What follows belongs to an exercise in optimizing a design on an open flow for small area, a short achievable clock period and few clock cycles per item; a production flow would make more cautious choices. Power and IR drop assume default switching activity.

## v6
==> flow/design.v (excerpt) <==
module babe_dectree (
    input  wire        clk,
    input  wire        rst,
    input  wire        start,
    input  wire        first,
    input  wire [15:0] img_w,
    input  wire [15:0] stripe_y,
    input  wire [15:0] stripe_h,
    output wire        busy,
    output wire        fault,
    input  wire        in_valid,
    input  wire [7:0]  in_data,
    output wire        in_ready,
    output wire        job_valid,
    input  wire        job_ready,
    output wire [15:0] job_x,
    output wire [15:0] job_y,
    output wire [15:0] job_w,
    output wire [15:0] job_h,
    output wire [23:0] job_pal,
    output wire [7:0]  job_idx
);
Settings: LEC_CHECK=0, CAP_MARGIN=20, CORE_MARGIN=2, CORE_UTILIZATION=40, PLACE_DENSITY=0.6, SETUP_SLACK_MARGIN=2.0, SLEW_MARGIN=20; clock period 6.0 ns.
run.sh (not shown) runs the stock make flow with config.mk's settings and CLKGATE_MAP_FILE= SYNTH_SCRIPT=/design/flow/synth_recipe.tcl, a recipe that flattens the netlist after the stock synthesis.
[inputs] v7 vs v6
-- flow/design.v --
<<< v6, line 115
    wire [15:0] sw = nge ? w_hi : w;
    wire [15:0] sh = nge ? h : h_hi;
    wire f_ge = nge ? ({1'b0, w} >= {h, 1'b0}) : ({w, 1'b1} >= {1'b0, h});
    wire s_ge_n = nge ? (w_hi >= h) : ({w, 1'b0} >= {1'b0, h});
    wire f_fun = (is23(fw, 1'b0) && is1(fh, 1'b0)) || (is1(fw, 1'b0) && is23(fh, 1'b0));
    wire s_fun = (is23(sw, 1'b0) && is1(sh, 1'b0)) || (is1(sw, 1'b0) && is23(sh, 1'b0));
>>> v7, line 115
    wire [15:0] sw = nge ? w_hi : w;
    wire [15:0] sh = nge ? h : h_hi;
    wire [16:0] fa_op = nge ? {1'b0, w} : {w, 1'b1};
    wire [16:0] fb_op = nge ? {h, 1'b0} : {1'b0, h};
    wire [16:0] sa_op = nge ? {1'b0, w_hi} : {w, 1'b0};
    wire [16:0] sb_op = {1'b0, h};
    wire f_ge = fa_op >= fb_op;
    wire s_ge_n = sa_op >= sb_op;
    wire f_fun = (is23(fw, 1'b0) && is1(fh, 1'b0)) || (is1(fw, 1'b0) && is23(fh, 1'b0));
    wire s_fun = (is23(sw, 1'b0) && is1(sh, 1'b0)) || (is1(sw, 1'b0) && is23(sh, 1'b0));
<<< v6, line 237
        end
    end
    wire [BW+7:0] av0 = {bb, 8'd0};
    wire [4:0] c8 = c + 5'd8;
    wire n_n0 = (c <= LIM) && need_fn(c, av0[BW+7 -: 11], tv, nun, nfun);
    wire n_n1 = (c8 <= LIM) && need_fn(c8, av[BW+7 -: 11], tv, nun, nfun);
    wire n_d0 = (c - 5'd1 <= LIM) && need_fn(c - 5'd1, av0[BW+6 -: 11], 1'b1, nfun, f_fun);
    wire n_d1 = (c8 - 5'd1 <= LIM) && need_fn(c8 - 5'd1, av[BW+6 -: 11], 1'b1, nfun, f_fun);
    wire n_m0 = (c - 5'd10 <= LIM) && need_fn(c - 5'd10, av0[BW-3 -: 11], tv, s_un, s_fun);
    wire n_m1 = (c8 - 5'd10 <= LIM) && need_fn(c8 - 5'd10, av[BW-3 -: 11], tv, s_un, s_fun);
    wire n_p0 = (c - 5'd9 <= LIM) && need_fn(c - 5'd9, av0[BW-2 -: 11], p2v, tun, tfun);
    wire n_p1 = (c8 - 5'd9 <= LIM) && need_fn(c8 - 5'd9, av[BW-2 -: 11], p2v, tun, tfun);
    wire [4:0] c_st = first ? 5'd0 : c;
    wire n_st = (c_st <= LIM) && need_fn(c_st, first ? 11'd0 : av0[BW+7 -: 11], 1'b0, un_nx, fun_nx);
    reg ir_nx;
    always @(*) begin
        if (!busy_r)
            ir_nx = start && n_st;
        else if (!walking || st_fault || (st_leaf && !tv))
            ir_nx = 1'b0;
        else if (st_pop)
            ir_nx = load ? n_p1 : n_p0;
        else if (st_merge)
            ir_nx = load ? n_m1 : n_m0;
        else if (st_desc)
            ir_nx = load ? n_d1 : n_d0;
        else
            ir_nx = load ? n_n1 : n_n0;
    end
    always @(posedge clk) begin
        if (rst) begin
>>> v7, line 241
        end
    end
    always @(posedge clk) begin
        if (rst) begin
<<< v6, line 276
            if (!busy_r) busy_r <= start;
            else         busy_r <= walk_next || jv_next;
            ir <= ir_nx;
            bb  <= bs_nx;
            c   <= cs_nx;
>>> v7, line 253
            if (!busy_r) busy_r <= start;
            else         busy_r <= walk_next || jv_next;
            ir <= walk_next && (cs_nx <= LIM) &&
                  need_fn(cs_nx, bs_nx[BW-1:BW-11], tv_nx, un_nx, fun_nx);
            bb  <= bs_nx;
            c   <= cs_nx;
## What came out
The lower net count after synthesis of v6 and v7 is in v7. Comparing v6 and v7, the lower power density normalized to cell area was measured on v7. Per the comparison of v7 with v6, layout overhead on the synthesized area now sits higher, tap cell count moved down, non-clock buffer share of cell area rose 0.24 points. Between v6 and v7, share of total power in sequential cells is lower for v6, v7 comes in above that. Every stage of the flow completed for v7, and the final layout passed the timing, design-rule and antenna checks. Total routed wirelength, v6 and v7: smaller value in v7. Between v6 and v7, area of the mapped netlist decreased. Total iterations of the first detailed-routing run: v7 < v6. v7 ended with more number of non-clock buffers than v6. The higher share of the clock period used by the worst path after layout came out of v7. v7 against v6; non-clock inverter count in the final layout is up slightly. Global router's overall resource usage: v6 and v7 compared, lower one is v6.
No run of this note included a check of the RTL's function; only the layout flow was run.

[afterwards: timing with drivers on the ports]
How much do the figures lean on ideal ports? The routed layouts below were timed once more, with nothing changed but the port constraints.
Step 1: set_driving_cell puts a clkbuf_16 on clk and a buf_2 on each other input, an assumption about the parent block.
Step 2 adds t to the input delays and takes it off the output delays; t is the mean of the earliest and latest rising clock arrival at the registers after step 1. Input paths then give back, and output paths get back, about the clock's delay inside the block.
a / b / c = ideal / step 1 / step 2; a / b = the first two.
run | t (ns) | slack for setup (ns) | worst setup path after step 2 | worst data-port slew with drivers (ns)
v6 | 0.708 | 1.851 / 1.851 / 1.587 | input to register | 0.10
v7 | 0.724 | 1.806 / 1.806 / 1.392 | input to register | 0.12
After both steps every run listed still meets setup and hold. The setup slack of v7, which loses most, moves by 0.000 ns with the drivers and by -0.414 ns with both steps.
